This is an optimization exercise on Yosys and OpenROAD, whose aim is small area, a short achievable clock period and few clock cycles, not a production implementation.
At most, simulation tests tie the RTL to the original design; equivalence was not proved.
For runs 3, 5 and 6, only the layout was checked, not whether the RTL still works.
Power figures rest on the tool's default switching activity, not on a simulated workload. No driver is modelled on the clock port, so clocking that relies on it looks cheaper here than on a real chip.

==> design.v <==
module ash_rx (
    input  wire       clk,
    input  wire       rst,
    input  wire       in_valid,
    input  wire [7:0] in_byte,
    output wire       in_ready,
    output wire       out_valid,
    input  wire       out_ready,
    output wire [4:0] out_tag,
    output wire [7:0] out_data,
    output wire       out_last
);
    localparam integer N    = 128;         
    localparam integer RS   = 16;          
    localparam integer RSB  = 4;           
    localparam integer WS   = 32;          
    localparam integer WSB  = 5;           
    localparam integer NWT  = N / WS;
    localparam integer D    = 8;           
    localparam integer DB   = 3;           
    localparam [7:0] FLAG = 8'h7E, ESC = 8'h7D, XON = 8'h11, XOFF = 8'h13,
                     SUB  = 8'h18, CAN = 8'h1A;
    localparam [3:0] C_GOOD = 4'd0, C_BAD_ESCAPE = 4'd1, C_SHORT = 4'd2,
                     C_CRC = 4'd3, C_UNKNOWN = 4'd4, C_BAD_LENGTH = 4'd5,
                     C_BAD_VERSION = 4'd6, C_CANCEL = 4'd7, C_SUB = 4'd8,
                     C_XON = 4'd9, C_XOFF = 4'd10, C_OVERFLOW = 4'd11,
                     C_GOOD_FULL = 4'd15;
    localparam [4:0] T_BODY = 5'h07;
    function automatic is_reserved(input [7:0] b);
        is_reserved = (b == FLAG) || (b == ESC) || (b == XON) ||
                      (b == XOFF) || (b == SUB) || (b == CAN);
    endfunction
    function automatic is_mark(input [7:0] b);
        is_mark = (b == FLAG) || (b == XON) || (b == XOFF) ||
                  (b == SUB) || (b == CAN);
    endfunction
    function automatic [15:0] crc16_byte(input [15:0] c_in, input [7:0] b);
        integer k;
        reg [15:0] c;
        begin
            c = c_in ^ {b, 8'h00};
            for (k = 0; k < 8; k = k + 1)
                c = c[15] ? ((c << 1) ^ 16'h1021) : (c << 1);
            crc16_byte = c;
        end
    endfunction
    function automatic [7:0] lfsr_step(input [7:0] r);
        lfsr_step = (r >> 1) ^ (r[0] ? 8'hB8 : 8'h00);
    endfunction
    function automatic [4:0] hdr_tag(input [7:0] c);
        if (!c[7])                 hdr_tag = 5'h01;
        else if (c[6:5] == 2'b00)  hdr_tag = 5'h02;
        else if (c[6:5] == 2'b01)  hdr_tag = 5'h03;
        else if (c[1:0] == 2'b00)  hdr_tag = 5'h04;
        else if (c[1:0] == 2'b01)  hdr_tag = 5'h05;
        else                       hdr_tag = 5'h06;
    endfunction
    reg [7:0] ring [0:N-1];
    reg        pv, sv;
    reg        rdy;             
    reg [7:0]  pb, sb;
    reg        b_flag, b_can, b_sub, b_xo, b_esc, is_data;    
    reg        need_slot;       
    reg        need_q;          
    reg        discard;
    reg        in_frame;        
    reg [7:0]  cnt;             
    reg [6:0]  wpos;            
    reg        al;              
    reg        ofull;           
    reg        esc_pend, esc_err;
    reg [2:0]  ulen;            
    reg [15:0] crc;
    reg        crc_ok;          
    reg        k_data, k_hdr, k_rstack, k_error;    
    reg        u1ok;            
    reg        fg;              
    reg [3:0]  q_ent [0:D-1];
    reg [DB:0] q_wp, q_rp;      
    reg        hv;              
    reg [3:0]  h_code;
    reg        h_good;
    reg        rbusy;           
    reg        rfull;           
    reg [6:0]  rpos;            
    reg [7:0]  rb;              
    reg        rb_mark, rb_esc;
    reg [6:0]  rwalk;           
    reg        resc;
    reg [1:0]  uj;              
    reg [7:0]  d1, d2;          
    reg        hdr;             
    reg        scr;             
    reg [7:0]  lfsr;
    reg        av;
    reg [4:0]  atag;
    reg [7:0]  adata;
    reg        alast;
    assign in_ready  = rdy;
    assign out_valid = av;
    assign out_tag   = atag;
    assign out_data  = adata;
    assign out_last  = alast;
    wire [7:0] nb       = sv ? sb : in_byte;      
    wire       full     = cnt[7];
    wire [7:0]  unesc   = pb ^ 8'h20;
    wire        u_valid = !esc_err && (esc_pend ? is_reserved(unesc) : !b_esc);
    wire [7:0]  u_byte  = esc_pend ? unesc : pb;
    wire [15:0] crc_nx  = crc16_byte(crc, u_byte);
    wire        esc_bad = esc_err || esc_pend;
    wire        lenok_n = (ulen == 3'd2) ? (k_data || k_hdr) :
                          (ulen == 3'd4) ? (k_data || (k_rstack && u1ok) || k_error) :
                          (ulen != 3'd0 && ulen != 3'd1) && k_data;
    wire        fg_n    = u_valid && (crc_nx == 16'h0000) && lenok_n;
    wire [3:0]  fcode   = esc_bad              ? C_BAD_ESCAPE :
                          (ulen < 3'd3)        ? C_SHORT :
                          !crc_ok              ? C_CRC :
                          k_data               ? C_GOOD :
                          k_hdr                ? ((ulen == 3'd3) ? C_GOOD : C_BAD_LENGTH) :
                          (k_rstack || k_error) ? ((ulen != 3'd5) ? C_BAD_LENGTH :
                                                   (k_rstack && !u1ok) ? C_BAD_VERSION : C_GOOD) :
                                                  C_UNKNOWN;
    wire        slot_ok  = al && !ofull;
    reg         q_room;          
    wire        go       = pv && (!need_slot || slot_ok) && (!need_q || q_room);
    wire        live     = go && !discard;
    wire        ev_flag  = live && b_flag && in_frame;
    wire        ev_drop  = live && (b_can || b_sub || (is_data && full) ||
                                    (b_flag && in_frame && !fg));
    wire        ev_app   = live && is_data && !full;
    wire        wr       = live && !full && (is_data || (b_flag && in_frame && fg));
    wire        push     = live && need_q;
    wire        ends_n    = ev_flag || ev_drop;
    wire        discard_n = (go && discard && b_flag) ? 1'b0 :
                            (ev_drop && !b_flag && !b_can) ? 1'b1 : discard;
    wire        in_frame_n = ends_n ? 1'b0 : (ev_app || in_frame);
    wire        full_n    = ends_n ? 1'b0 : ev_app ? (cnt == 8'd127) : full;
    wire        ld_p      = !pv || go;
    wire        c_flag    = ld_p ? (nb == FLAG) : b_flag;
    wire        c_ctl     = ld_p ? ((nb == FLAG) || (nb == CAN) || (nb == SUB) ||
                                    (nb == XON) || (nb == XOFF)) : !is_data;
    wire        need_slot_n = !discard_n && !full_n && (!c_ctl || (c_flag && in_frame_n));
    wire        need_q_n  = !discard_n && (c_flag ? in_frame_n : (c_ctl || full_n));
    wire        junk     = go && !in_frame && !is_data && slot_ok;
    wire        wr_any   = wr || junk;
    wire [3:0]  push_code = b_flag ? ((full && fg) ? C_GOOD_FULL : fcode) :
                            b_can  ? C_CANCEL :
                            b_sub  ? C_SUB :
                            b_xo   ? (pb[1] ? C_XOFF : C_XON) :
                                     C_OVERFLOW;
    wire [NWT-1:0] wtap = {{(NWT-1){1'b0}}, 1'b1} << wpos[6:WSB];
    wire        space   = !av || out_ready;
    wire        q_empty = q_wp == q_rp;
    wire        rhit    = rpos[RSB-1:0] == 0;
    wire [7:0]  rpre    = ring[{rpos[6:RSB], {(RSB-1){1'b0}}, 1'b1}];
    wire        rstep   = rbusy && space && rhit;
    wire        r_lead  = (uj == 2'd0) && !resc;
    wire        r_lastu = is_mark(rpre) || (rfull && rwalk == 7'd127);
    wire        r_end   = (rb_mark && !r_lead) || (rfull && rwalk == 7'd127);
    wire        r_escb  = !resc && rb_esc;
    wire [7:0]  r_u     = resc ? (rb ^ 8'h20) : rb;
    wire        r_emit  = rstep && !rb_mark && !r_escb && uj[1];
    wire        r_used  = ofull || (wpos != rpos);       
    wire        r_iskip = !rbusy && rhit && rb_mark && r_used;
    wire        r_adv   = rstep || r_iskip;
    wire        pop_idle  = !rbusy && hv && space;
    wire        pop_chain = rstep && r_end && hv && h_good;
    wire        pop = pop_idle || pop_chain;
    wire        e_diag  = pop_idle && !h_good;
    wire        ev      = r_emit || e_diag;
    wire [4:0]  etag    = e_diag ? ({1'b0, h_code} + 5'd7) :
                          hdr    ? hdr_tag(d2) : T_BODY;
    wire [7:0]  edata   = e_diag ? 8'h00 :
                          hdr    ? d2 : (d2 ^ (scr ? lfsr : 8'h00));
    wire        elast   = e_diag || r_lastu;
    wire        h_load  = !hv || pop;
    wire        q_in    = push && !(h_load && q_empty);      
    wire        q_out   = h_load && !q_empty;                
    wire [DB:0] q_wp_n  = q_in  ? q_wp + 1'b1 : q_wp;
    wire [DB:0] q_rp_n  = q_out ? q_rp + 1'b1 : q_rp;
    wire [DB:0] q_wp_p1 = q_wp + 1'b1;
    wire        q_almost = (q_wp_p1[DB-1:0] == q_rp[DB-1:0]) && (q_wp_p1[DB] != q_rp[DB]);
    wire        q_room_n = (q_in && !q_out) ? !q_almost :
                           (q_out && !q_in) ? 1'b1 : q_room;
    wire        occ127  = rpos == wpos + 7'd1;
    wire [6:0]  wpos_dr = wpos - cnt[6:0] - 7'd1;
    wire        r_empty = !ofull && (wpos == rpos) && !in_frame;
    wire        frz     = r_empty && !wr_any && al;
    wire [6:0]  wpos_n  = ev_drop ? wpos_dr : (wr_any || frz) ? wpos : (wpos - 7'd1);
    wire        al_n    = ev_drop ? (wpos_dr[WSB-1:0] == 0) :
                          (wr_any || frz) ? al : (wpos[WSB-1:0] == 1);
    wire        ofull_n = ev_drop ? (cnt == 8'd0 && ofull && !r_adv) :
                          wr_any  ? (r_adv ? ofull : occ127) :
                                    (ofull && !r_adv);
    integer i;
    always @(posedge clk) begin
        for (i = 0; i < N; i = i + 1) begin
            if ((i % WS) == WS - 1 && wr_any && wtap[((i + 1) % N) / WS])
                ring[i] <= pb;
            else
                ring[i] <= ring[(i + 1) % N];
        end
        if (push)        
            q_ent[q_wp[DB-1:0]] <= push_code;
        if (h_load) begin
            h_code <= q_empty ? push_code : q_ent[q_rp[DB-1:0]];
            h_good <= q_empty ? (push_code == C_GOOD || push_code == C_GOOD_FULL)
                              : (q_ent[q_rp[DB-1:0]] == C_GOOD ||
                                 q_ent[q_rp[DB-1:0]] == C_GOOD_FULL);
        end
        if (!pv || go) begin
            pb      <= nb;
            b_flag  <= nb == FLAG;
            b_can   <= nb == CAN;
            b_sub   <= nb == SUB;
            b_xo    <= (nb == XON) || (nb == XOFF);
            b_esc   <= nb == ESC;
            is_data <= !((nb == FLAG) || (nb == CAN) || (nb == SUB) ||
                         (nb == XON) || (nb == XOFF));
        end
        if (!sv)
            sb <= in_byte;
        rb      <= rpre;
        rb_mark <= is_mark(rpre);
        rb_esc  <= rpre == ESC;
    end
    always @(posedge clk) begin
        if (rst) begin
            pv       <= 1'b0;
            sv       <= 1'b0;
            rdy      <= 1'b1;
            discard  <= 1'b0;
            in_frame <= 1'b0;
            cnt      <= 8'd0;
            wpos     <= 7'd0;
            al       <= 1'b1;
            ofull    <= 1'b0;
            esc_pend <= 1'b0;
            esc_err  <= 1'b0;
            ulen     <= 3'd0;
            crc      <= 16'hFFFF;
            crc_ok   <= 1'b0;
            fg       <= 1'b0;
            k_data   <= 1'b0;
            k_hdr    <= 1'b0;
            k_rstack <= 1'b0;
            k_error  <= 1'b0;
            u1ok     <= 1'b0;
            q_wp     <= 0;
            q_rp     <= 0;
            q_room   <= 1'b1;
            need_slot <= 1'b0;
            need_q   <= 1'b0;
            hv       <= 1'b0;
            rbusy    <= 1'b0;
            rfull    <= 1'b0;
            rpos     <= 7'd0;
            rwalk    <= 7'd0;
            resc     <= 1'b0;
            uj       <= 2'd0;
            d1       <= 8'd0;
            d2       <= 8'd0;
            hdr      <= 1'b0;
            scr      <= 1'b0;
            lfsr     <= 8'h42;
            av       <= 1'b0;
            atag     <= 5'd0;
            adata    <= 8'd0;
            alast    <= 1'b0;
        end else begin
            if (!pv || go) begin
                pv  <= sv || in_valid;
                sv  <= 1'b0;
                rdy <= 1'b1;
            end else if (!sv) begin
                sv  <= in_valid;
                rdy <= !in_valid;
            end
            if (go && discard) begin
                if (b_flag) discard <= 1'b0;
            end
            if (ev_flag || ev_drop) begin
                in_frame <= 1'b0;
                cnt      <= 8'd0;
                esc_pend <= 1'b0;
                esc_err  <= 1'b0;
                ulen     <= 3'd0;
                crc      <= 16'hFFFF;
                crc_ok   <= 1'b0;
                fg       <= 1'b0;
                if (ev_drop && !b_flag && !b_can) discard <= 1'b1;
            end else if (ev_app) begin
                in_frame <= 1'b1;
                cnt      <= cnt + 8'd1;
                fg       <= fg_n;
                if (!esc_err) begin
                    if (esc_pend) begin
                        esc_pend <= 1'b0;
                        if (!u_valid) esc_err <= 1'b1;
                    end else if (b_esc)
                        esc_pend <= 1'b1;
                end
                if (u_valid) begin
                    if (ulen == 3'd0) begin
                        k_data   <= !u_byte[7];
                        k_hdr    <= u_byte[7] && (!u_byte[6] || u_byte == 8'hC0);
                        k_rstack <= u_byte == 8'hC1;
                        k_error  <= u_byte == 8'hC2;
                    end
                    if (ulen == 3'd1) u1ok <= (u_byte == 8'h02);
                    if (ulen != 3'd6) ulen <= ulen + 3'd1;
                    crc    <= crc_nx;
                    crc_ok <= crc_nx == 16'h0000;
                end
            end
            wpos  <= wpos_n;
            al    <= al_n;
            ofull <= ofull_n;
            q_wp   <= q_wp_n;
            q_rp   <= q_rp_n;
            q_room <= q_room_n;
            if (h_load)
                hv <= !q_empty || push;
            need_slot <= need_slot_n;
            need_q    <= need_q_n;
            if (space) begin
                av    <= ev;
                atag  <= etag;
                adata <= edata;
                alast <= elast;
            end
            if (r_emit) begin
                if (hdr) begin
                    hdr <= 1'b0;
                    scr <= !d2[7];
                end else
                    lfsr <= lfsr_step(lfsr);
            end
            if (!r_adv && !frz)
                rpos <= rpos - 7'd1;
            if (pop) begin
                rbusy <= h_good;
                rfull <= h_code == C_GOOD_FULL;
                rwalk <= 7'd0;
                resc  <= 1'b0;
                uj    <= 2'd0;
                hdr   <= 1'b1;
                lfsr  <= 8'h42;
            end else if (rstep) begin
                if (r_end)
                    rbusy <= 1'b0;
                if (!rb_mark) begin
                    rwalk <= rwalk + 7'd1;
                    if (r_escb)
                        resc <= 1'b1;
                    else begin
                        resc <= 1'b0;
                        d1   <= r_u;
                        d2   <= d1;
                        if (!uj[1]) uj <= uj + 2'd1;
                    end
                end
            end
        end
    end
endmodule
==> flow/run.sh <==
#!/bin/bash
# The standard layout (standard.sh: the standard synthesis and the ORFS
# steps to finish), with two changes: clock tree synthesis is run without
# dummy loads, and timing repair aims at a setup slack margin of 5.45 ns.
# Everything the steps print goes to standard.log here; ORFS keeps each
# step's own log under orfs/logs/.
set -euo pipefail
export CTS_ARGS="-sink_clustering_enable -repair_clock_nets -dont_use_dummy_load -sink_clustering_size 30 -sink_clustering_max_diameter 70"
export SETUP_SLACK_MARGIN=5.45
bash standard.sh > standard.log 2>&1
==> standard.sh <==
#!/bin/bash
# synth_recipe.tcl (not shown) runs the flow's synth.tcl, then flattens the netlist and writes it again
# the make line also repeats each setting of config.mk as NAME=value (left out here)
make -C /OpenROAD-flow-scripts/flow DESIGN_CONFIG=/design/flow/config.mk WORK_HOME=/design/flow/orfs CLKGATE_MAP_FILE= SYNTH_SCRIPT=/design/flow/synth_recipe.tcl "${@:-finish}"
==> config.mk <==
export PLATFORM = sky130hd
export DESIGN_NAME = ash_rx
export DESIGN_NICKNAME = ash_rx
export VERILOG_FILES = /design/flow/design.v
export SDC_FILE = /design/flow/constraint.sdc
export NUM_CORES = 4
export LEC_CHECK = 0
export ABC_AREA = 1
export CAP_MARGIN = 20
export CORE_MARGIN = 2
export CORE_UTILIZATION = 60
export SLEW_MARGIN = 20
==> constraint.sdc <==
create_clock -name core_clock -period 8.0 [get_ports {clk}]
set_input_delay 1.6000 -clock core_clock [delete_from_list [all_inputs] [get_ports {clk}]]
set_output_delay 1.6000 -clock core_clock [all_outputs]
set_load 0.01 [all_outputs]
==> summary.txt, run 1 <==
Critical path
  • Crit-path slowest cell: dfxtp_2
  • Setup crit end kind: primary output
  • Crit Path Class: flop to primary output
  • Required @ worst endpoint: 6.40 ns
  • Arrival time at the worst endpoint: 1.04 ns
  • Crit Path Max Fanout: 2
  • Buf/Inv on CP: 1
  • Worst-path cell chain: buf_6
  • Kind of cell adding the most delay to the critical path: flip-flops
  • Crit-path max cell delay: 0.36 ns
  • CP startpoint kind: flop

Routing
  • Detailed Route Iter0 Violations: 972
  • Via count: 16000
  • Drt pass-1 iters: 6
  • Routed WL: 51300 microns
  • Vias per inst: 4.85
  • Drt drc: 0
  • Wire per inst: 15.6 microns
  • Routed Antenna Nets: 0

Timing
  • Fin. Hold Viols: 0
  • Setup ws final: 5.36 ns
  • Clock Skews: 0.101 ns
  • Worst slew margin: 0.296
  • Period utilisation layout: 0.330
  • Fin crit period: 2.64 ns
  • Fin. max-slew vios: 0
  • Slew @ Worst Pin: 1.04 ns
  • FMAX: 379 MHz
  • Unrepaired setup endpoints after global routing: yes
  • Final setup viols: 0
  • Setup TNS: 0 ns

Power
  • Cell Pwr Density: 325 mW/mm^2
  • Max VDD drop: 0.250 mV
  • LEAKAGE: 14.0 nW
  • Power Total: 11.1 mW

Logic synthesis
  • Number of flops mapped to enable cells by yosys: 50
  • Xor/xnor cell area share of the yosys netlist: 0.0146
  • Synth Net Count: 2566
  • Sequential element share of the synthesized area: 0.797
  • Yosys top cell area share: 0.749
  • Dominant cells by area after synthesis: dfxtp_1 (75%), nand2_1 (4.8%), edfxtp_1 (4.8%)
  • Synth warn: 2
  • Post-Synth Simple-Gate Area: 0.101
  • Area of the mapped netlist: 0.0312 sq mm
  • Yosys reg bits: 1218
  • Post-synthesis cell count: 2529
  • Largest family of logic cells by synthesized area: simple AND/OR/NAND/NOR gates
  • Cell taking the most area after synthesis: dfxtp_1
  • Main flop type after synthesis: dfxtp_1
  • Ys async rst share: 0
  • Multiplexer area fraction after synthesis: 0
  • Post-Synth Adder-Cell Area: 0.0103
  • Avg Cell Area, Syn: 12.3 sq um
  • Unique masters post-synth: 52
  • Post-synthesis compound-gate area fraction: 0.0485

Die
  • Die Y: 232 microns
  • IO Pins: 28
  • Die area: 0.0539 sq mm
  • Core area: 0.0514 sq mm
  • Die X: 232 microns
  • Initial cell density of the core: 0.607
  • Rows: 83

Clock tree
  • H-tree levels: 2
  • Total clock sinks: 1218
  • CTS root buffer: clkbuf_16
  • Clk buf depth: 3
  • CTS Buf Count: 51
  • Clock transition at path regs: 0.10 ns
  • CTS Hold Buffers Added: 0
  • CTS tree: built
  • Worst-Skew Late Latency: 0.64 ns

Worst hold path
  • Hold Crit Class: flop to flop

GRT
  • Largest net degree at the start of global routing: 54
  • Met2 Use GR: 0.302
  • GRT busiest layer: met2
  • First-pass GRT wire length: 80900 microns
  • Total track usage: 0.193
  • Remaining Overflow, GRT: 0
  • Vias in the first global route: 15200
  • Initial antenna violation count: 1
  • M3 GR Usage: 0.0252
  • Met1 Resource Use GR: 0.281

Placement
  • RePlAce Congestion: 0.823
  • Post-place setup slack: 3.70 ns
  • IO Port Bufs: 27
  • Hpwl dp: 33500 microns
  • Placed cell count: 3198

Outcome
  • Status: timing/DRC/antenna clean

Finish
  • Most common cell after layout, fill and taps aside: dfxtp_1
  • Fin cells: 3287
  • Share of cells above drive strength 1: 0.0894
  • Synth-to-layout area growth: 9.17%
  • Commonest cells after routing, fill and taps aside: dfxtp_1 (1150), nand2_1 (382), inv_1 (163)
  • Largest Register: ring
  • Number of flip-flops in the largest register: 1024
  • Diodes inserted: 0
  • Post-layout nets: 2646

Job
  • Max_cap viols: 0
-- kinds of logic after synthesis --
family	count (synthesis)
compound gates	282
xor+xnor	52
fa+ha+maj	25
buf+inv	224
flops	1218
simple gates	728
-- report_power, final --
part	internal [mW]	total [mW]	leakage, nW	switching [mW]
logic	0.434	1.23	3.40	0.796
clock network	1.14	2.80	0.628	1.65
registers	6.76	7.06	9.96	0.300
total	8.34	11.1	14.0	2.75
-- worst paths after layout --
path	start	endpoint	slack [ns]	cells past startpoint
worst min-delay path	ring[34][2]$_DFF_P_	ring[33][2]$_DFF_P_	0.28	0
worst min register to register	ring[34][2]$_DFF_P_	ring[33][2]$_DFF_P_	0.28	0
worst max register to register	flop	h_good$_DFFE_PN_	5.54	9
worst max-delay path	atag[3]$_SDFFE_PP0N_	out_tag[3]	5.36	1
-- final cells by class --
cell class                      count  area, sq um
Fill cell                        3853        17300
Timing Repair Buffer               65          603
Multi-Input combinational cell   1087         5700
Tap cell                          680          851
Sequential cell                  1218        24900
Inverter                          185          739
Clock buffer                       51         1280
Timing Repair inverter              1         5.00
-- routing by layer --
metal | vias up | wire length (microns)
met5 | - | 0
met3 | 74 | 1550
met4 | 0 | 1260
li1 | 8148 | -
met2 | 194 | 22800
met1 | 7534 | 25700
-- per-stage QoR --
step           area, sq um  hold WS [ns]  utilization
3_5_place_dp         32200         0.312        0.627
6_report             34100         0.277        0.663
4_1_cts              33800         0.265        0.658
2_1_floorplan        31300         0.310            -
3_3_place_gp         32200         0.309        0.627
5_1_grt              34100         0.258        0.663
-- cells in the mapped netlist (8+ instances only) --
| cell type | number |
|---|---|
| nand4_1 | 30 |
| clkbuf_1 | 12 |
| inv_1 | 173 |
| nand3_1 | 81 |
| dfxtp_1 | 1168 |
| ha_1 | 24 |
| edfxtp_1 | 50 |
| xor2_1 | 42 |
| nand2_1 | 401 |
| a21oi_1 | 94 |
| nor2_1 | 154 |
| xnor2_1 | 10 |
| nand2_2 | 11 |
| o21ai_0 | 147 |
| inv_2 | 8 |
| o211ai_1 | 11 |
| nor3_1 | 22 |
| buf_2 | 19 |
-- repair_timing --
| action | CTS | global route |
|---|---|---|
| setup buffers | 19 | 18 |
| pin swaps | 15 | 22 |
| endpoints found under the setup margin | 133 | 49 |
| resized for setup | 137 | 52 |
| cloned | 1 | 0 |
Testbench counts, summed over its fixed seeds: cycles 9,879.
==> run 2: changes to the inputs <==
--- a/flow/run.sh
+++ b/flow/run.sh
@@ -8,3 +8,3 @@
 export CTS_ARGS="-sink_clustering_enable -repair_clock_nets -dont_use_dummy_load -sink_clustering_size 30 -sink_clustering_max_diameter 70"
-export SETUP_SLACK_MARGIN=5.45
+export SETUP_SLACK_MARGIN=5.5
 bash standard.sh > standard.log 2>&1
--- a/config.mk
+++ b/config.mk
@@ -10,3 +10,3 @@
 export CORE_MARGIN = 2
-export CORE_UTILIZATION = 60
+export CORE_UTILIZATION = 40
 export SLEW_MARGIN = 20
==> run 2 against run 1 <==
Still clean on timing, DRC and antenna. Setup slack worse by 0.058 ns. Routed wire length grew 1.1%. First-iteration DRC count is 1.9% higher. Register-to-register slack better by 0.11 ns. Maximum frequency shrank 2.2%. Sequential share of layout area shrank 0.95 points. Clock skew is 0.022 ns lower. Die area up 49%. Core utilization is 22 points lower. Non-clock buffer count down 5. Critical endpoint is now out_last. Largest cell class unchanged. Highest routed layer unchanged.
==> summary.txt, run 2 <==
Outcome
  • Status: timing/DRC/antenna clean (unchanged)

Critical path
  • CP startpoint kind: flop (unchanged)
  • R2R depth: 14 (was 9)
  • Setup crit end kind: primary output (unchanged)
  • R2r startpoint: rpos[4]$_SDFFE_PP0P_
  • Critical path destination: out_last (was out_tag[3])
  • Worst-path cell chain: buf_6 (unchanged)
  • Crit. Startpoint: alast$_SDFFE_PP0N_ (was atag[3]$_SDFFE_PP0N_)
  • Crit-path slowest cell: dfxtp_4 (was dfxtp_2)
  • Crit Path Class: flop to primary output (unchanged)
  • WP depth: 1 (unchanged)
  • Crit Path Max Fanout: 2 (unchanged)
  • Arrival time at the worst endpoint: 1.10 ns (was 1.04 ns)
  • Buf/Inv on CP: 1 (unchanged)
  • Kind of cell adding the most delay to the critical path: flip-flops (unchanged)
  • Required @ worst endpoint: 6.40 ns (about the same)
  • Reg2reg end: alast$_SDFFE_PP0N_ (was h_good$_DFFE_PN_)
  • Crit-path max cell delay: 0.38 ns (was 0.36 ns)
  • Internal reg-to-reg setup slack: 5.65 ns (was 5.54 ns)

Die
  • Rows: 102 (was 83)
  • Initial cell density of the core: 0.404 (was 0.607)
  • Die X: 283 microns (was 232 microns)
  • Die area: 0.0803 sq mm (was 0.0539 sq mm)
  • Core area: 0.0773 sq mm (was 0.0514 sq mm)
  • IO Pins: 28 (unchanged)
  • Die Y: 283 microns (was 232 microns)

Finish
  • Most common cell after layout, fill and taps aside: dfxtp_1 (unchanged)
  • Largest Register: ring (unchanged)
  • Synth-to-layout area growth: 10.6% (was 9.17%)
  • Fin cells: 3647 (was 3287)
  • Fillers: 7063 (was 3853)
  • Commonest cells after routing, fill and taps aside: dfxtp_1 (1148), nand2_1 (387), inv_1 (162) (was dfxtp_1 (1150), nand2_1 (382), inv_1 (163))
  • Post-layout nets: 2642 (was 2646)
  • Number of flip-flops in the largest register: 1024 (unchanged)
  • Share of cells above drive strength 1: 0.0876 (was 0.0894)

GRT
  • Largest net degree at the start of global routing: 53 (was 54)
  • Vias in the first global route: 15700 (was 15200)
  • Total track usage: 0.126 (was 0.193)
  • Remaining Overflow, GRT: 0 (unchanged)
  • Initial antenna violation count: 1 (unchanged)
  • First-pass GRT wire length: 82100 microns (was 80900 microns)

Timing
  • Worst slew margin: 0.509 (was 0.296)
  • Clock Skews: 0.0789 ns (was 0.101 ns)
  • Slew @ Worst Pin: 0.732 ns (was 1.04 ns)
  • Fin. Hold Viols: 0 (unchanged)
  • Fin. max-slew vios: 0 (unchanged)
  • Final setup viols: 0 (unchanged)
  • Fin crit period: 2.70 ns (was 2.64 ns)
  • FMAX: 370 MHz (was 379 MHz)
  • Period utilisation layout: 0.337 (was 0.330)
  • Unrepaired setup endpoints after global routing: yes (unchanged)
  • Setup TNS: 0 ns (unchanged)

Logic synthesis
  • Synth warn: 2 (unchanged)
  • Yosys top cell area share: 0.749 (unchanged)
  • Avg Cell Area, Syn: 12.3 sq um (unchanged)
  • Main flop type after synthesis: dfxtp_1 (unchanged)
  • Ys async rst share: 0 (unchanged)
  • Post-synthesis cell count: 2529 (unchanged)
  • Yosys reg bits: 1218 (unchanged)
  • Dominant cells by area after synthesis: dfxtp_1 (75%), nand2_1 (4.8%), edfxtp_1 (4.8%) (unchanged)
  • Most frequent cells after synthesis: dfxtp_1 (1168), nand2_1 (401), inv_1 (173) (unchanged)
  • Synth Net Count: 2566 (unchanged)
  • Number of flops mapped to enable cells by yosys: 50 (unchanged)
  • Cell taking the most area after synthesis: dfxtp_1 (unchanged)
  • Area of the mapped netlist: 0.0312 sq mm (unchanged)
  • Count leader, synth: dfxtp_1 (unchanged)
  • Unique masters post-synth: 52 (unchanged)
  • Sequential element share of the synthesized area: 0.797 (unchanged)

Routing
  • Via count: 16100 (was 16000)
  • Routed Antenna Nets: 0 (unchanged)
  • Wire per inst: 14.2 microns (was 15.6 microns)
  • Drt pass-1 iters: 5 (was 6)
  • Drt drc: 0 (unchanged)
  • Vias per inst: 4.43 (was 4.85)
  • Detailed Route Iter0 Violations: 990 (was 972)
  • Routed WL: 51900 microns (was 51300 microns)

Clock tree
  • Worst-Skew Late Latency: 0.64 ns (about the same)
  • CTS Hold Buffers Added: 0 (unchanged)
  • Clk buf depth: 3 (unchanged)
  • CTS tree: built (unchanged)
  • CTS root buffer: clkbuf_16 (unchanged)
  • Total clock sinks: 1218 (unchanged)
  • Clock transition at path regs: 0.10 ns (about the same)
  • H-tree levels: 2 (unchanged)
  • CTS Buf Count: 52 (was 51)

Worst hold path
  • Hold Crit Class: flop to flop (unchanged)

Job
  • Max_cap viols: 0 (unchanged)

Placement
  • Hpwl dp: 34200 microns (was 33500 microns)
  • Placed cell count: 3558 (was 3198)
  • RePlAce Congestion: 0.831 (was 0.823)
  • IO Port Bufs: 27 (unchanged)

Power
  • Cell Pwr Density: 322 mW/mm^2 (was 325 mW/mm^2)
  • Max VDD drop: 0.172 mV (was 0.250 mV)
  • LEAKAGE: 13.9 nW (was 14.0 nW)
## run 2: changes by cell type in the layout (fill, tap and decap cells not counted), sizes merged, moves of 2 or more
cell	change
dlygate4sd2	+6
dlymetal6s2s	-6
buf	-5
diode	+4
clkinv	+2
clkinvlp	-2
## run 2: per-stage QoR
| step | hold slack [ns] | util | total power, mW | instance area [sq um] | setup slack (ns) |
|---|---|---|---|---|---|
| final | 0.264 | 0.447 | 11.1 | 34500 | 5.30 |
| after global routing | 0.268 | 0.446 | 11.6 | 34500 | 5.25 |
| after CTS | 0.264 | 0.444 | 11.2 | 34300 | 5.26 |
| after detailed placement | 0.312 | 0.423 | 8.34 | 32700 | 4.19 |
| after global placement | 0.309 | 0.423 | 8.28 | 32700 | 4.25 |
| after floorplan | 0.310 | - | 7.95 | 31400 | 5.09 |
## run 2: worst min path at each step
stage                               from              endpoint  slack (ns)  depth (start not counted)
floorplan           ring[101][0]$_DFF_P_  ring[100][0]$_DFF_P_        0.31                          0
global placement     ring[62][2]$_DFF_P_   ring[61][2]$_DFF_P_        0.31                          0
detailed placement  ring[112][4]$_DFF_P_  ring[111][4]$_DFF_P_        0.31                          0
CTS                   ring[2][1]$_DFF_P_    ring[1][1]$_DFF_P_        0.26                          0
global route        ring[119][3]$_DFF_P_  ring[118][3]$_DFF_P_        0.27                          0
finish                ring[7][7]$_DFF_P_    ring[6][7]$_DFF_P_        0.26                          0
## run 2: cells by family (layout without fill, tap and decap cells)
group           count (synthesis)  after routing  synth area share
flops                        1218           1218             0.797
simple gates                  728            728             0.101
compound gates                282            282            0.0485
buf+inv                       224            298            0.0289
xor+xnor                       52             52            0.0146
fa+ha+maj                      25             25            0.0103
other cells                     0              4                 0
## run 2: report_power, final
group          leakage (nW)  switching [mW]  internal, mW
Clock                 0.641            1.67          1.16
Combinational          3.34           0.797         0.425
Sequential             9.96           0.297          6.76
Total                  13.9            2.76          8.35
## run 2: per-layer routing
metal	share of wire	global-route usage	up-vias
met2	0.44	0.199	222
met3	0.039	0.0222	88
met1	0.50	0.178	7674
li1	-	-	8155
met4	0.025	0.0376	0
met5	0	0	-
## run 2: layout make-up
class	count	area (sq um)	area share
Sequential cell	1218	24900	0.721
Timing Repair inverter	1	3.75	0.000109
Inverter	185	738	0.0214
Tap cell	1040	1300	0.0377
Timing Repair Buffer	60	544	0.0158
Clock buffer	52	1300	0.0377
Multi-Input combinational cell	1087	5730	0.166
Antenna cell	4	10.0	0.000290
## run 2: timing repair
item,in CTS,in global routing
pin swaps,21,19
resized for setup,140,36
endpoints found under the setup margin,130,65
cloned,0,1
endpoints found under the hold margin,0,0
buffers inserted,25,7
==> run 3: changes to the inputs <==
--- a/design.v
+++ b/design.v
@@ -15,4 +15,4 @@
     localparam integer RSB  = 4;           
-    localparam integer WS   = 32;          
-    localparam integer WSB  = 5;           
+    localparam integer WS   = 16;          
+    localparam integer WSB  = 4;           
     localparam integer NWT  = N / WS;
--- a/flow/run.sh
+++ b/flow/run.sh
@@ -8,3 +8,3 @@
 export CTS_ARGS="-sink_clustering_enable -repair_clock_nets -dont_use_dummy_load -sink_clustering_size 30 -sink_clustering_max_diameter 70"
-export SETUP_SLACK_MARGIN=5.5
+export SETUP_SLACK_MARGIN=5.45
 bash standard.sh > standard.log 2>&1
--- a/config.mk
+++ b/config.mk
@@ -7,3 +7,2 @@
 export LEC_CHECK = 0
-export ABC_AREA = 1
 export CAP_MARGIN = 20
==> run 3 against run 2 <==
Still clean on timing, DRC and antenna. Combinational power fell by 4%. Maximum frequency up 0.27%. Core utilization rose by 0.65 points. Flip-flop and latch count did not move. Hold slack improved by 0.016 ns. Clock-buffer cell count unchanged. Cell count decreased by 11%. Die area down 0.86%. Clock skew is 0.011 ns lower. Critical endpoint is now k_rstack$_SDFFE_PP0P_. Largest power group unchanged.
==> summary.txt, run 3 <==
Clock tree
  • H-tree levels: 2 (unchanged)
  • Worst-Skew Late Latency: 0.63 ns (was 0.64 ns)
  • Total clock sinks: 1218 (unchanged)
  • Clock transition at path regs: 0.10 ns (about the same)
  • CTS tree: built (unchanged)
  • CTS root buffer: clkbuf_16 (unchanged)
  • CTS Buf Count: 52 (unchanged)
  • Clk buf depth: 3 (unchanged)

Routing
  • Routed WL: 49400 microns (was 51900 microns)
  • Via count: 14500 (was 16100)
  • Detailed Route Iter0 Violations: 821 (was 990)
  • Drt pass-1 iters: 5 (unchanged)
  • Vias per inst: 4.45 (was 4.43)
  • Routed Antenna Nets: 0 (unchanged)
  • Drt drc: 0 (unchanged)
  • Wire per inst: 15.2 microns (was 14.2 microns)

Worst hold path
  • Hold depth: 0 (unchanged)
  • Hold Crit Class: flop to flop (unchanged)

Finish
  • Synth-to-layout area growth: 11.8% (was 10.6%)
  • Post-layout util: 0.453 (was 0.447)
  • Fin cells: 3253 (was 3647)
  • Final Cell Area: 0.0346 sq mm (was 0.0345 sq mm)
  • Largest Register: ring (unchanged)
  • Diodes inserted: 0 (was 4)
  • Share of cells above drive strength 1: 0.135 (was 0.0876)
  • Number of flip-flops in the largest register: 1024 (unchanged)
  • Commonest cells after routing, fill and taps aside: dfxtp_1 (1146), nand2_1 (126), nor2_1 (96) (was dfxtp_1 (1148), nand2_1 (387), inv_1 (162))
  • Most common cell after layout, fill and taps aside: dfxtp_1 (unchanged)
  • Post-layout nets: 2262 (was 2642)
  • Fillers: 6711 (was 7063)

Timing
  • Clock Skews: 0.0676 ns (was 0.0789 ns)
  • Setup TNS: 0 ns (unchanged)
  • Unrepaired setup endpoints after global routing: yes (unchanged)
  • Final hold slack: 0.280 ns (was 0.264 ns)
  • Setup ws final: 5.31 ns (was 5.30 ns)
  • Final setup viols: 0 (unchanged)
  • Fin. Hold Viols: 0 (unchanged)
  • Slew @ Worst Pin: 0.823 ns (was 0.732 ns)
  • FMAX: 371 MHz (was 370 MHz)
  • Fin. max-slew vios: 0 (unchanged)
  • Fin crit period: 2.69 ns (was 2.70 ns)
  • Worst slew margin: 0.446 (was 0.509)
  • Period utilisation layout: 0.337 (about the same)

Logic synthesis
  • Ys async rst share: 0 (unchanged)
  • Most frequent cells after synthesis: dfxtp_1 (1168), nand2_1 (131), nor2_1 (103) (was dfxtp_1 (1168), nand2_1 (401), inv_1 (173))
  • Synth warn: 2 (unchanged)
  • Cell taking the most area after synthesis: dfxtp_1 (unchanged)
  • Dominant cells by area after synthesis: dfxtp_1 (76%), edfxtp_1 (4.9%), mux2_2 (2.3%) (was dfxtp_1 (75%), nand2_1 (4.8%), edfxtp_1 (4.8%))
  • Synth Net Count: 2184 (was 2566)
  • Post-synthesis cell count: 2147 (was 2529)
  • Yosys reg bits: 1218 (unchanged)
  • Main flop type after synthesis: dfxtp_1 (unchanged)
  • Yosys top cell area share: 0.756 (was 0.749)
  • Avg Cell Area, Syn: 14.4 sq um (was 12.3 sq um)
  • Unique masters post-synth: 73 (was 52)
  • Area of the mapped netlist: 0.0309 sq mm (was 0.0312 sq mm)
  • Sequential element share of the synthesized area: 0.804 (was 0.797)
  • Number of flops mapped to enable cells by yosys: 50 (unchanged)
  • Count leader, synth: dfxtp_1 (unchanged)

Power
  • Max VDD drop: 0.167 mV (was 0.172 mV)
  • Power Total: 11.1 mW (about the same)
  • LEAKAGE: 13.2 nW (was 13.9 nW)
  • Cell Pwr Density: 321 mW/mm^2 (was 322 mW/mm^2)

Die
  • Die area: 0.0796 sq mm (was 0.0803 sq mm)
  • Rows: 101 (was 102)
  • Initial cell density of the core: 0.405 (was 0.404)
  • IO Pins: 28 (unchanged)
  • Die Y: 282 microns (was 283 microns)
  • Die X: 282 microns (was 283 microns)
  • Core area: 0.0763 sq mm (was 0.0773 sq mm)

Placement
  • Post-place setup slack: 3.86 ns (was 4.19 ns)
  • Post-DP Area: 0.0324 sq mm (was 0.0327 sq mm)
  • RePlAce Congestion: 0.800 (was 0.831)
  • Hpwl dp: 30800 microns (was 34200 microns)
  • Placed cell count: 3150 (was 3558)
  • IO Port Bufs: 27 (unchanged)

GRT
  • Initial antenna violation count: 0 (was 1)
  • Total track usage: 0.125 (was 0.126)
  • Remaining Overflow, GRT: 0 (unchanged)
  • Largest net degree at the start of global routing: 42 (was 53)
  • First-pass GRT wire length: 78500 microns (was 82100 microns)
  • Vias in the first global route: 14300 (was 15700)

Critical path
  • Required @ worst endpoint: 8.49 ns (was 6.40 ns)
  • Setup crit end kind: flop (was primary output)
  • R2R depth: 7 (was 14)
  • Crit Path Max Fanout: 6 (was 2)
  • CP startpoint kind: flop (unchanged)
  • Crit Path Class: flop to flop (was flop to primary output)
  • Arrival time at the worst endpoint: 3.18 ns (was 1.10 ns)

Outcome
  • Status: timing/DRC/antenna clean (unchanged)

Job
  • Max_cap viols: 0 (unchanged)
[run 3: final timing paths]
kind	from	end	slack (ns)
max reg2reg	pb[0]$_DFFE_PN_	k_rstack$_SDFFE_PP0P_	5.31
max	pb[0]$_DFFE_PN_	k_rstack$_SDFFE_PP0P_	5.31
min	ring[74][2]$_DFF_P_	ring[73][2]$_DFF_P_	0.28
min reg2reg	ring[74][2]$_DFF_P_	ring[73][2]$_DFF_P_	0.28
[run 3: area by class of cell]
type,instances,area [sq um],share of cell area
Sequential cell,1218,24900,0.720
Inverter,47,183,0.00528
Tap cell,1030,1290,0.0373
Multi-Input combinational cell,817,6010,0.174
Clock buffer,52,1300,0.0376
Timing Repair Buffer,89,883,0.0255
[run 3: timing repair]
| item | CTS | global route |
|---|---|---|
| gates cloned | 0 | 1 |
| hold buffers | 0 | 0 |
| setup buffers | 43 | 7 |
| endpoints found under the setup margin | 222 | 79 |
| pin swaps | 16 | 12 |
| gates resized for setup | 180 | 38 |
[run 3: logic make-up after synthesis]
kind of cell | count (synthesis) | share of synthesized area
XOR/XNOR | 93 | 0.0263
flip-flops | 1218 | 0.804
AO/OA/AOI/OAI | 208 | 0.0450
AND/OR/NAND/NOR | 390 | 0.0606
multiplexers | 101 | 0.0401
buffers and inverters | 112 | 0.0136
adder cells (fa/ha/maj) | 25 | 0.0103
[run 3: per-layer routing]
layer  wire length [microns]  vias up  GRT usage
li1                        -     7224          -
met1                   24600     7030      0.176
met2                   22400      160      0.200
met3                    1450       70     0.0210
met4                    1030        0     0.0315
met5                       0        -          0
[run 3: worst max-delay path, cell delays in order (launching register included)]
cell,delay [ns]
edfxtp_1,0.47
inv_2,0.19
o21ai_0,0.19
a2111oi_4,0.44
o211ai_1,0.17
or4b_4,0.57
or4_1,0.42
a21oi_1,0.14
[run 3: report_power, final]
| group | switching [mW] | internal (mW) |
|---|---|---|
| registers | 0.285 | 6.81 |
| clock network | 1.66 | 1.16 |
| logic | 0.653 | 0.516 |
==> run 4: changes to the inputs <==
--- a/design.v
+++ b/design.v
@@ -15,4 +15,4 @@
     localparam integer RSB  = 4;           
-    localparam integer WS   = 16;          
-    localparam integer WSB  = 4;           
+    localparam integer WS   = 32;          
+    localparam integer WSB  = 5;           
     localparam integer NWT  = N / WS;
--- a/flow/run.sh
+++ b/flow/run.sh
@@ -7,3 +7,3 @@
 set -euo pipefail
-export CTS_ARGS="-sink_clustering_enable -repair_clock_nets -dont_use_dummy_load -sink_clustering_size 30 -sink_clustering_max_diameter 70"
+export CTS_ARGS="-sink_clustering_enable -repair_clock_nets -dont_use_dummy_load -sink_clustering_size 35 -sink_clustering_max_diameter 70"
 export SETUP_SLACK_MARGIN=5.45
==> run 4 against run 3 <==
Core utilization fell by 0.16 points. Maximum frequency fell by 1.1%. First-iteration DRC count rose by 0.73%. Synthesized cell count fell by 4.2%. Critical path depth fell by 6. Clock power fell by 6%. Global-route usage fell by 0.39 points. Combinational power fell by 12%. Critical endpoint is now out_last.
==> summary.txt, run 4 <==
Outcome
  • Status: timing/DRC/antenna clean (unchanged)

Clock tree
  • Clk buf depth: 3 (unchanged)
  • CTS tree: built (unchanged)
  • Worst-Skew Late Latency: 0.63 ns (about the same)
  • CTS root buffer: clkbuf_16 (unchanged)
  • CTS Hold Buffers Added: 0 (unchanged)
  • Clock transition at path regs: 0.12 ns (was 0.10 ns)
  • CTS Buf Count: 46 (was 52)
  • Total clock sinks: 1218 (unchanged)
  • H-tree levels: 2 (unchanged)

Power
  • Cell Pwr Density: 312 mW/mm^2 (was 321 mW/mm^2)
  • Proportion of power drawn by the clock network: 0.249 (was 0.255)
  • Flop pwr share: 0.655 (was 0.640)
  • Cell-internal power: 8.25 mW (was 8.49 mW)
  • Max VDD drop: 0.147 mV (was 0.167 mV)
  • Switching power: 2.48 mW (was 2.60 mW)
  • Sw Share: 0.231 (was 0.235)
  • Comb power frac: 0.096 (was 0.105)
  • LEAKAGE: 13.0 nW (was 13.2 nW)

Critical path
  • WP depth: 1 (was 7)
  • Reg2reg end: wpos[6]$_SDFFE_PP0P_ (was k_rstack$_SDFFE_PP0P_)
  • Setup crit end kind: primary output (was flop)
  • Crit-path slowest cell: dfxtp_2 (was or4b_4)
  • Crit Path Class: flop to primary output (was flop to flop)
  • CP startpoint kind: flop (unchanged)
  • Required @ worst endpoint: 6.40 ns (was 8.49 ns)
  • Kind of cell adding the most delay to the critical path: flip-flops (was simple AND/OR/NAND/NOR gates)
  • Crit. Startpoint: alast$_SDFFE_PP0N_ (was pb[0]$_DFFE_PN_)
  • R2r startpoint: rpos[4]$_SDFFE_PP0P_ (was pb[0]$_DFFE_PN_)
  • Buf/Inv on CP: 1 (unchanged)
  • Worst-path cell chain: buf_6 (was inv_2 -> o21ai_0 -> a2111oi_4 -> o211ai_1 -> or4b_4 -> or4_1 -> a21oi_1)
  • Critical path destination: out_last (was k_rstack$_SDFFE_PP0P_)
  • Crit-path max cell delay: 0.38 ns (was 0.57 ns)
  • Internal reg-to-reg setup slack: 5.55 ns (was 5.31 ns)
  • Arrival time at the worst endpoint: 1.12 ns (was 3.18 ns)
  • Crit Path Max Fanout: 2 (was 6)
  • R2R depth: 7 (unchanged)

Placement
  • Post-place setup slack: 3.54 ns (was 3.86 ns)
  • IO Port Bufs: 27 (unchanged)
  • Hpwl dp: 30000 microns (was 30800 microns)
  • RePlAce Congestion: 0.865 (was 0.800)
  • Placed cell count: 3065 (was 3150)

Finish
  • Register area: 0.0249 sq mm (about the same)
  • Most common cell after layout, fill and taps aside: dfxtp_1 (unchanged)
  • Largest Register: ring (unchanged)
  • Number of flip-flops in the largest register: 1024 (unchanged)
  • Fillers: 6699 (was 6711)
  • Share of cells above drive strength 1: 0.138 (was 0.135)
  • Commonest cells after routing, fill and taps aside: dfxtp_1 (1141), nor2_1 (109), nand2_1 (74) (was dfxtp_1 (1146), nand2_1 (126), nor2_1 (96))
  • Post-layout util: 0.452 (was 0.453)
  • Multi-input combinational cell area: 0.00591 sq mm (was 0.00601 sq mm)
  • Synth-to-layout area growth: 11.6% (was 11.8%)
  • Fin cells: 3172 (was 3253)
  • Post-layout nets: 2180 (was 2262)

GRT
  • Largest net degree at the start of global routing: 81 (was 42)
  • Initial antenna violation count: 6 (was 0)
  • Remaining Overflow, GRT: 0 (unchanged)
  • Vias in the first global route: 13700 (was 14300)
  • Total track usage: 0.121 (was 0.125)
  • First-pass GRT wire length: 75300 microns (was 78500 microns)

Job
  • Max_cap viols: 0 (unchanged)

Logic synthesis
  • Number of flops mapped to enable cells by yosys: 50 (unchanged)
  • Cell taking the most area after synthesis: dfxtp_1 (unchanged)
  • Main flop type after synthesis: dfxtp_1 (unchanged)
  • Most frequent cells after synthesis: dfxtp_1 (1168), nor2_1 (110), nand2_1 (78) (was dfxtp_1 (1168), nand2_1 (131), nor2_1 (103))
  • Post-synthesis cell count: 2057 (was 2147)
  • Dominant cells by area after synthesis: dfxtp_1 (76%), edfxtp_1 (4.9%), xnor2_1 (1.8%) (was dfxtp_1 (76%), edfxtp_1 (4.9%), mux2_2 (2.3%))
  • Ys async rst share: 0 (unchanged)
  • Yosys top cell area share: 0.760 (was 0.756)
  • Synth Net Count: 2094 (was 2184)
  • Avg Cell Area, Syn: 15.0 sq um (was 14.4 sq um)
  • Unique masters post-synth: 88 (was 73)
  • Yosys reg bits: 1218 (unchanged)
  • Area of the mapped netlist: 0.0308 sq mm (was 0.0309 sq mm)
  • Count leader, synth: dfxtp_1 (unchanged)
  • Sequential element share of the synthesized area: 0.808 (was 0.804)
  • Synth warn: 2 (unchanged)

Routing
  • Drt drc: 0 (unchanged)
  • Routed WL: 47800 microns (was 49400 microns)
  • Vias per inst: 4.42 (was 4.45)
  • Routed Antenna Nets: 0 (unchanged)
  • Wire per inst: 15.1 microns (was 15.2 microns)
  • Detailed Route Iter0 Violations: 827 (was 821)
  • Via count: 14000 (was 14500)
  • Drt pass-1 iters: 5 (unchanged)

Timing
  • Fin. Hold Viols: 0 (unchanged)
  • FMAX: 367 MHz (was 371 MHz)
  • Final hold slack: 0.281 ns (was 0.280 ns)
  • Final setup viols: 0 (unchanged)
  • Fin crit period: 2.72 ns (was 2.69 ns)
  • Worst slew margin: 0.346 (was 0.446)
  • Setup TNS: 0 ns (unchanged)
  • Unrepaired setup endpoints after global routing: yes (unchanged)
  • Slew @ Worst Pin: 0.978 ns (was 0.823 ns)
  • Fin. max-slew vios: 0 (unchanged)
  • Clock Skews: 0.0766 ns (was 0.0676 ns)
  • Setup ws final: 5.28 ns (was 5.31 ns)
  • Period utilisation layout: 0.341 (was 0.337)

Die
  • IO Pins: 28 (unchanged)
  • Die area: 0.0792 sq mm (was 0.0796 sq mm)
  • Die Y: 281 microns (was 282 microns)
  • Initial cell density of the core: 0.405 (about the same)
  • Core area: 0.0761 sq mm (was 0.0763 sq mm)
  • Rows: 101 (unchanged)
  • Die X: 281 microns (was 282 microns)

Worst hold path
  • Hold Crit Class: flop to flop (unchanged)
## run 4: cell count changes in the layout (fill, tap and decap cells not counted), moves of 6 or more
| cell | before | now |
|---|---|---|
| a211o_1 | 0 | 6 |
| a211oi_1 | 19 | 12 |
| a21oi_1 | 53 | 34 |
| buf_4 | 47 | 54 |
| inv_1 | 44 | 35 |
| mux2_2 | 62 | 42 |
| mux2i_1 | 23 | 43 |
| nand2_1 | 126 | 74 |
| nand2b_1 | 11 | 18 |
| nand4_1 | 18 | 11 |
| nor2_1 | 96 | 109 |
| nor3_1 | 20 | 14 |
| o21ai_0 | 35 | 19 |
## run 4: worst min path at each step
stage | startpoint | endpoint | slack, ns | cells past startpoint
CTS | ring[101][2]$_DFF_P_ | ring[100][2]$_DFF_P_ | 0.28 | 0
detailed placement | ring[112][4]$_DFF_P_ | ring[111][4]$_DFF_P_ | 0.31 | 0
global route | ring[103][2]$_DFF_P_ | ring[102][2]$_DFF_P_ | 0.28 | 0
finish | ring[87][2]$_DFF_P_ | ring[86][2]$_DFF_P_ | 0.28 | 0
floorplan | ring[101][0]$_DFF_P_ | ring[100][0]$_DFF_P_ | 0.31 | 0
global placement | ring[16][0]$_DFF_P_ | ring[15][0]$_DFF_P_ | 0.31 | 0
## run 4: what timing repair did
item | CTS | global route
gates resized for setup | 162 | 40
setup endpoints to repair | 166 | 80
gates cloned | 0 | 2
pin swaps | 18 | 10
buffers inserted | 37 | 21
## run 4: cells by family after synthesis
kind of cell | count (synthesis) | synth area share
fa+ha+maj | 25 | 0.0104
simple gates | 345 | 0.0569
xor+xnor | 88 | 0.0250
buf+inv | 98 | 0.0130
compound gates | 176 | 0.0431
flops | 1218 | 0.808
mux | 107 | 0.0431
## run 4: layout make-up
class / count / share of cell area
sequential: 1218 / 0.726
multi-input combinational: 741 / 0.172
tap: 1030 / 0.0375
clock buffer: 46 / 0.0335
timing repair buffer: 97 / 0.0270
inverter: 39 / 0.00426
antenna: 1 / 0.0000728
## run 4: per-stage QoR
step	cell area, sq um	total power, mW
after floorplan	30900	7.74
after global placement	32300	8.05
after detailed placement	32300	8.08
after CTS	34000	10.8
after global routing	34300	11.2
final	34400	10.7
## run 4: routing by layer
metal | track usage | vias to the layer above | wire length [microns]
li1 | - | 6980 | -
met1 | 0.176 | 6746 | 24600
met2 | 0.179 | 219 | 19700
met3 | 0.0264 | 75 | 2160
met4 | 0.0391 | 4 | 1300
met5 | 0 | - | 23
## run 4: power groups by stage
stage / Clock, mW / Combinational, mW / Sequential [mW]
after global routing: 2.99 / 1.12 / 7.10
after global placement: 0 / 0.897 / 7.16
after floorplan: 0 / 0.738 / 7.01
after detailed placement: 0 / 0.911 / 7.17
final: 2.67 / 1.03 / 7.02
after CTS: 2.79 / 0.961 / 7.05
Testbench counts of run 4, summed over its fixed seeds: cycles 9,879.
==> run 5: changes to the inputs <==
--- a/design.v
+++ b/design.v
@@ -15,4 +15,4 @@
     localparam integer RSB  = 4;           
-    localparam integer WS   = 32;          
-    localparam integer WSB  = 5;           
+    localparam integer WS   = 16;          
+    localparam integer WSB  = 4;           
     localparam integer NWT  = N / WS;
@@ -61,3 +61,2 @@
     reg [7:0]  pb, sb;
-    reg        b_flag, b_can, b_sub, b_xo, b_esc, is_data;    
     reg        need_slot;       
@@ -104,2 +103,8 @@
     wire [7:0] nb       = sv ? sb : in_byte;      
+    wire       b_flag   = pb == FLAG;
+    wire       b_can    = pb == CAN;
+    wire       b_sub    = pb == SUB;
+    wire       b_xo     = (pb == XON) || (pb == XOFF);
+    wire       b_esc    = pb == ESC;
+    wire       is_data  = !(b_flag || b_can || b_sub || b_xo);
     wire       full     = cnt[7];
@@ -180,6 +185,3 @@
     wire [DB:0] q_rp_n  = q_out ? q_rp + 1'b1 : q_rp;
-    wire [DB:0] q_wp_p1 = q_wp + 1'b1;
-    wire        q_almost = (q_wp_p1[DB-1:0] == q_rp[DB-1:0]) && (q_wp_p1[DB] != q_rp[DB]);
-    wire        q_room_n = (q_in && !q_out) ? !q_almost :
-                           (q_out && !q_in) ? 1'b1 : q_room;
+    wire        q_room_n = (q_wp_n[DB-1:0] != q_rp_n[DB-1:0]) || (q_wp_n[DB] == q_rp_n[DB]);
     wire        occ127  = rpos == wpos + 7'd1;
@@ -210,12 +212,4 @@
         end
-        if (!pv || go) begin
-            pb      <= nb;
-            b_flag  <= nb == FLAG;
-            b_can   <= nb == CAN;
-            b_sub   <= nb == SUB;
-            b_xo    <= (nb == XON) || (nb == XOFF);
-            b_esc   <= nb == ESC;
-            is_data <= !((nb == FLAG) || (nb == CAN) || (nb == SUB) ||
-                         (nb == XON) || (nb == XOFF));
-        end
+        if (!pv || go)
+            pb <= nb;
         if (!sv)
--- a/flow/run.sh
+++ b/flow/run.sh
@@ -7,3 +7,3 @@
 set -euo pipefail
-export CTS_ARGS="-sink_clustering_enable -repair_clock_nets -dont_use_dummy_load -sink_clustering_size 35 -sink_clustering_max_diameter 70"
+export CTS_ARGS="-sink_clustering_enable -repair_clock_nets -dont_use_dummy_load -sink_clustering_size 30 -sink_clustering_max_diameter 70"
 export SETUP_SLACK_MARGIN=5.45
==> run 5 against run 4 <==
Still clean. Non-clock buffer count increased by 39. Clock-buffer cell count is 6 higher. Sequential share of layout area decreased by 2.6 points. Global-route usage increased by 1.0 points. Hold slack got worse by 0.017 ns. Routed wire length rose by 8.9%. Clock skew shrank 0.013 ns. Die area grew 0.44%.
==> summary.txt, run 5 <==
Logic synthesis
  • Yosys top cell area share: 0.754 (was 0.760)
  • Sequential element share of the synthesized area: 0.797 (was 0.808)
  • Area of the mapped netlist: 0.0309 sq mm (was 0.0308 sq mm)
  • Synth warn: 2 (unchanged)
  • Cell taking the most area after synthesis: dfxtp_1 (unchanged)
  • Ys async rst share: 0 (unchanged)
  • Synth Net Count: 2181 (was 2094)
  • Dominant cells by area after synthesis: dfxtp_1 (75%), edfxtp_1 (4.4%), mux2_2 (3.0%) (was dfxtp_1 (76%), edfxtp_1 (4.9%), xnor2_1 (1.8%))
  • Yosys reg bits: 1209 (was 1218)
  • Number of flops mapped to enable cells by yosys: 45 (was 50)
  • Unique masters post-synth: 77 (was 88)
  • Post-synthesis cell count: 2145 (was 2057)
  • Avg Cell Area, Syn: 14.4 sq um (was 15.0 sq um)
  • Main flop type after synthesis: dfxtp_1 (unchanged)
  • Most frequent cells after synthesis: dfxtp_1 (1164), nand2_1 (122), nor2_1 (106) (was dfxtp_1 (1168), nor2_1 (110), nand2_1 (78))
  • Count leader, synth: dfxtp_1 (unchanged)

Placement
  • Hpwl dp: 32000 microns (was 30000 microns)
  • RePlAce Congestion: 0.817 (was 0.865)
  • IO Port Bufs: 27 (unchanged)

Timing
  • Final setup viols: 0 (unchanged)
  • FMAX: 361 MHz (was 367 MHz)
  • Period utilisation layout: 0.346 (was 0.341)
  • Fin. Hold Viols: 0 (unchanged)
  • Setup TNS: 0 ns (unchanged)
  • Fin. max-slew vios: 0 (unchanged)
  • Slew @ Worst Pin: 1.02 ns (was 0.978 ns)
  • Worst slew margin: 0.312 (was 0.346)
  • Clock Skews: 0.0634 ns (was 0.0766 ns)
  • Unrepaired setup endpoints after global routing: yes (unchanged)
  • Fin crit period: 2.77 ns (was 2.72 ns)
  • Final hold slack: 0.264 ns (was 0.281 ns)

Worst hold path
  • Hold Crit Class: flop to flop (unchanged)

Routing
  • Detailed Route Iter0 Violations: 895 (was 827)
  • Via count: 14900 (was 14000)
  • Routed Antenna Nets: 0 (unchanged)
  • Drt pass-1 iters: 5 (unchanged)
  • Vias per inst: 4.52 (was 4.42)
  • Routed WL: 52100 microns (was 47800 microns)
  • Wire per inst: 15.8 microns (was 15.1 microns)
  • Drt drc: 0 (unchanged)

Clock tree
  • Total clock sinks: 1209 (was 1218)
  • H-tree levels: 2 (unchanged)
  • CTS Hold Buffers Added: 0 (unchanged)
  • CTS Buf Count: 52 (was 46)
  • Clock transition at path regs: 0.11 ns (was 0.12 ns)
  • CTS root buffer: clkbuf_16 (unchanged)
  • CTS tree: built (unchanged)
  • Worst-Skew Late Latency: 0.63 ns (about the same)
  • Clk buf depth: 3 (unchanged)

Power
  • Max VDD drop: 0.189 mV (was 0.147 mV)
  • Cell Pwr Density: 314 mW/mm^2 (was 312 mW/mm^2)
  • LEAKAGE: 13.5 nW (was 13.0 nW)

Die
  • IO Pins: 28 (unchanged)
  • Die Y: 282 microns (was 281 microns)
  • Die area: 0.0795 sq mm (was 0.0792 sq mm)
  • Rows: 101 (unchanged)
  • Initial cell density of the core: 0.406 (was 0.405)
  • Die X: 282 microns (was 281 microns)
  • Core area: 0.0762 sq mm (was 0.0761 sq mm)

GRT
  • Remaining Overflow, GRT: 0 (unchanged)
  • Total track usage: 0.131 (was 0.121)
  • Initial antenna violation count: 1 (was 6)
  • Vias in the first global route: 14800 (was 13700)
  • First-pass GRT wire length: 81700 microns (was 75300 microns)
  • Largest net degree at the start of global routing: 71 (was 81)

Critical path
  • CP startpoint kind: flop (unchanged)
  • Setup crit end kind: flop (was primary output)
  • Required @ worst endpoint: 8.52 ns (was 6.40 ns)
  • Crit Path Max Fanout: 5 (was 2)
  • Crit Path Class: flop to flop (was flop to primary output)
  • Arrival time at the worst endpoint: 3.29 ns (was 1.12 ns)

Finish
  • Commonest cells after routing, fill and taps aside: dfxtp_1 (1144), nand2_1 (116), nor2_1 (102) (was dfxtp_1 (1141), nor2_1 (109), nand2_1 (74))
  • Largest Register: ring (unchanged)
  • Most common cell after layout, fill and taps aside: dfxtp_1 (unchanged)
  • Number of flip-flops in the largest register: 1024 (unchanged)
  • Share of cells above drive strength 1: 0.178 (was 0.138)
  • Post-layout nets: 2310 (was 2180)
  • Fillers: 6548 (was 6699)
  • Synth-to-layout area growth: 14.1% (was 11.6%)

Outcome
  • Status: timing/DRC/antenna clean (unchanged)

Job
  • Max_cap viols: 0 (unchanged)
[run 5: where the power goes]
part / switching, mW / total (mW) / leakage (nW) / internal (mW)
Clock: 1.67 / 2.83 / 0.641 / 1.16
Combinational: 0.589 / 1.07 / 2.97 / 0.482
Sequential: 0.311 / 7.16 / 9.93 / 6.85
Total: 2.57 / 11.1 / 13.5 / 8.49
[run 5: layout make-up]
class	instances	area [sq um]	area share
diodes	1	2.50	0.0000710
clock buffers	52	1300	0.0369
inverters	44	173	0.00490
repair buffers	136	1220	0.0345
multi-input cells	831	6600	0.187
well taps	1030	1290	0.0365
flip-flops and latches	1209	24700	0.700
[run 5: logic make-up (layout without fill, tap and decap cells)]
| group | Yosys count | count (layout) | share of synthesized area |
|---|---|---|---|
| fa+ha+maj | 24 | 24 | 0.00996 |
| flops | 1209 | 1209 | 0.797 |
| buf+inv | 110 | 232 | 0.0142 |
| compound gates | 206 | 206 | 0.0446 |
| xor+xnor | 85 | 85 | 0.0241 |
| other cells | 0 | 1 | 0 |
| mux | 119 | 119 | 0.0471 |
| simple gates | 392 | 397 | 0.0625 |
[run 5: critical path, cell delays in order, from the launching register on]
cell and delay, ns:
edfxtp_1 0.50, buf_4 0.19, nor3_4 0.20, o211ai_2 0.17
a2111oi_4 0.47, a21oi_4 0.08, or2_4 0.30, nor3b_4 0.27
buf_12 0.16, mux2_2 0.33
[run 5: what timing repair did]
action                                  4_1_cts  5_1_grt
hold endpoints to repair                      0        0
gates resized for setup                     188       70
setup buffers                                77       27
endpoints found under the setup margin      231      156
cloned                                        4        1
pin swaps                                    28       33
[run 5: worst paths after layout]
path                                            from              endpoint  slack (ns)  cells past startpoint
worst min-delay path            ring[106][0]$_DFF_P_  ring[105][0]$_DFF_P_        0.26                      0
worst min register to register  ring[106][0]$_DFF_P_  ring[105][0]$_DFF_P_        0.26                      0
worst max-delay path                 pb[7]$_DFFE_PN_   ring[31][0]$_DFF_P_        5.23                      9
worst max register to register       pb[7]$_DFFE_PN_   ring[31][0]$_DFF_P_        5.23                      9
[run 5: per-layer routing]
layer / global-route usage / up-vias / share of wire
met3: 0.0229 / 93 / 0.037
met1: 0.180 / 7251 / 0.49
met2: 0.209 / 236 / 0.45
met4: 0.0476 / 0 / 0.029
li1: - / 7357 / -
met5: 0 / - / 0
[run 5: stage by stage]
stage / total power, mW / setup slack, ns / util / instance area [sq um] / std cells
after floorplan: 7.86 / 5.01 / - / 31200 / 2145
after global placement: 8.18 / 3.98 / 0.426 / 32500 / 3141
after detailed placement: 8.20 / 3.91 / 0.426 / 32500 / 3141
after CTS: 11.1 / 5.22 / 0.456 / 34800 / 3274
after global routing: 11.6 / 5.19 / 0.463 / 35300 / 3302
final: 11.1 / 5.23 / 0.463 / 35300 / 3303
==> run 6: changes to the inputs <==
--- a/config.mk
+++ b/config.mk
@@ -9,3 +9,3 @@
 export CORE_MARGIN = 2
-export CORE_UTILIZATION = 40
+export CORE_UTILIZATION = 60
 export SLEW_MARGIN = 20
==> run 6 against run 5 <==
Cell area is 1.7% lower. Die area shrank 33%. Critical path depth is 1 lower. Highest routed layer unchanged. Via count is 1.6% lower. Non-clock buffer count shrank 14. First-iteration DRC count fell by 0.11%. Cell count fell by 11%. Maximum frequency increased by 1.7%.
==> summary.txt, run 6 <==
Outcome
  • Status: timing/DRC/antenna clean (unchanged)

Logic synthesis
  • Sequential element share of the synthesized area: 0.797 (unchanged)
  • Dominant cells by area after synthesis: dfxtp_1 (75%), edfxtp_1 (4.4%), mux2_2 (3.0%) (unchanged)
  • Synth warn: 2 (unchanged)
  • Yosys top cell area share: 0.754 (unchanged)
  • Main flop type after synthesis: dfxtp_1 (unchanged)
  • Area of the mapped netlist: 0.0309 sq mm (unchanged)
  • Post-synthesis cell count: 2145 (unchanged)

Clock tree
  • Total clock sinks: 1209 (unchanged)
  • Worst-Skew Late Latency: 0.62 ns (was 0.63 ns)
  • CTS root buffer: clkbuf_16 (unchanged)
  • CTS Buf Count: 50 (was 52)

Finish
  • Synth-to-layout area growth: 12.1% (was 14.1%)
  • Share of cells above drive strength 1: 0.168 (was 0.178)
  • Final Cell Area: 0.0347 sq mm (was 0.0353 sq mm)
  • Most common cell after layout, fill and taps aside: dfxtp_1 (unchanged)
  • Commonest cells after routing, fill and taps aside: dfxtp_1 (1141), nand2_1 (116), nor2_1 (102) (was dfxtp_1 (1144), nand2_1 (116), nor2_1 (102))
  • Post-layout util: 0.678 (was 0.463)
  • Post-layout nets: 2292 (was 2310)
  • Number of flip-flops in the largest register: 1024 (unchanged)
  • Fin cells: 2934 (was 3303)

Critical path
  • Crit Path Max Fanout: 8 (was 5)
  • Setup crit end kind: flop (unchanged)

Timing
  • Fin. Hold Viols: 0 (unchanged)
  • Final setup viols: 0 (unchanged)
  • Clock Skews: 0.0593 ns (was 0.0634 ns)
  • Setup TNS: 0 ns (unchanged)
  • Unrepaired setup endpoints after global routing: yes (unchanged)
  • Setup ws final: 5.28 ns (was 5.23 ns)
  • Slew @ Worst Pin: 0.953 ns (was 1.02 ns)
  • Fin. max-slew vios: 0 (unchanged)
  • Period utilisation layout: 0.340 (was 0.346)

GRT
  • Remaining Overflow, GRT: 0 (unchanged)
  • Total track usage: 0.191 (was 0.131)
  • Vias in the first global route: 14300 (was 14800)
  • First-pass GRT wire length: 79100 microns (was 81700 microns)
  • Initial antenna violation count: 6 (was 1)

Routing
  • Vias per inst: 5.01 (was 4.52)
  • Wire per inst: 17.2 microns (was 15.8 microns)
  • Routed Antenna Nets: 0 (unchanged)
  • Via count: 14700 (was 14900)
  • Detailed Route Iter0 Violations: 894 (was 895)
  • Routed WL: 50400 microns (was 52100 microns)

Worst hold path
  • Hold Crit Class: flop to flop (unchanged)

Placement
  • RePlAce Congestion: 0.839 (was 0.817)

Die
  • Die Y: 231 microns (was 282 microns)
  • Die area: 0.0534 sq mm (was 0.0795 sq mm)
  • Core area: 0.0511 sq mm (was 0.0762 sq mm)

Job
  • Max_cap viols: 0 (unchanged)
[run 6: layer usage]
metal / vias up / global-route usage
li1: 7327 / -
met1: 7035 / 0.279
met2: 261 / 0.296
met3: 77 / 0.0295
met4: 0 / 0.0609
met5: - / 0
[run 6: logic make-up (layout without fill, tap and decap cells)]
group                      Yosys count  after routing  share of synthesized area
and+or+nand+nor                    392            394                     0.0625
DFF                               1209           1209                      0.797
muxes                              119            119                     0.0471
buffers and inverters              110            216                     0.0142
AOI/OAI and AO/OA                  206            207                     0.0446
xor gates and xnor gates            85             85                     0.0241
adders and majority gates           24             24                    0.00996
[run 6: what timing repair did]
action | in CTS | in global routing
pin swaps | 23 | 24
setup buffers | 62 | 26
hold endpoints to repair | 0 | 0
setup endpoints to repair | 232 | 174
gates cloned | 3 | 1
gates resized for setup | 170 | 64
[run 6: worst max-delay path: stages, from the launching register on]
cell	delay (ns)
edfxtp_1	0.42
nand3b_1	0.24
or3_4	0.46
a2111oi_4	0.39
a21oi_4	0.09
buf_4	0.18
nor2b_4	0.18
nand3_4	0.25
mux2_4	0.42
[run 6: metrics by stage]
step                      hold WS, ns  power [mW]
final                           0.312        11.0
after detailed placement        0.312        8.19
after floorplan                 0.310        7.86
after global placement          0.309        8.17
after CTS                       0.304        11.0
after global routing            0.303        11.5
[run 6: path summary, 6_finish.rpt]
check             slack, ns                    to                start  cells after the start
setup / recovery       5.28  ring[111][4]$_DFF_P_      pb[0]$_DFFE_PN_                      8
hold / removal         0.31    ring[9][2]$_DFF_P_  ring[10][2]$_DFF_P_                      0
setup reg to reg       5.28  ring[111][4]$_DFF_P_      pb[0]$_DFFE_PN_                      8
hold reg to reg        0.31    ring[9][2]$_DFF_P_  ring[10][2]$_DFF_P_                      0
[run 6: power breakdown]
| part | internal [mW] | total [mW] | switching [mW] |
|---|---|---|---|
| clock | 1.12 | 2.77 | 1.64 |
| sequential | 6.85 | 7.16 | 0.316 |
| combinational | 0.505 | 1.09 | 0.584 |
[run 6: layout make-up]
class | instances | area, sq um | area share
flip-flops and latches | 1209 | 24700 | 0.712
multi-input cells | 829 | 6500 | 0.187
clock buffers | 50 | 1250 | 0.0361
repair buffers | 122 | 1200 | 0.0345
well taps | 680 | 851 | 0.0246
inverters | 44 | 176 | 0.00509

Re-timed with assumed drivers on the ports (clkbuf_16 on the clock, buf_2 on other inputs), run 6 has 5.278 ns of setup slack against 5.278 ns with ideal ports, and 4.758 ns once port delays also move by the mid clock arrival of 0.645 ns.
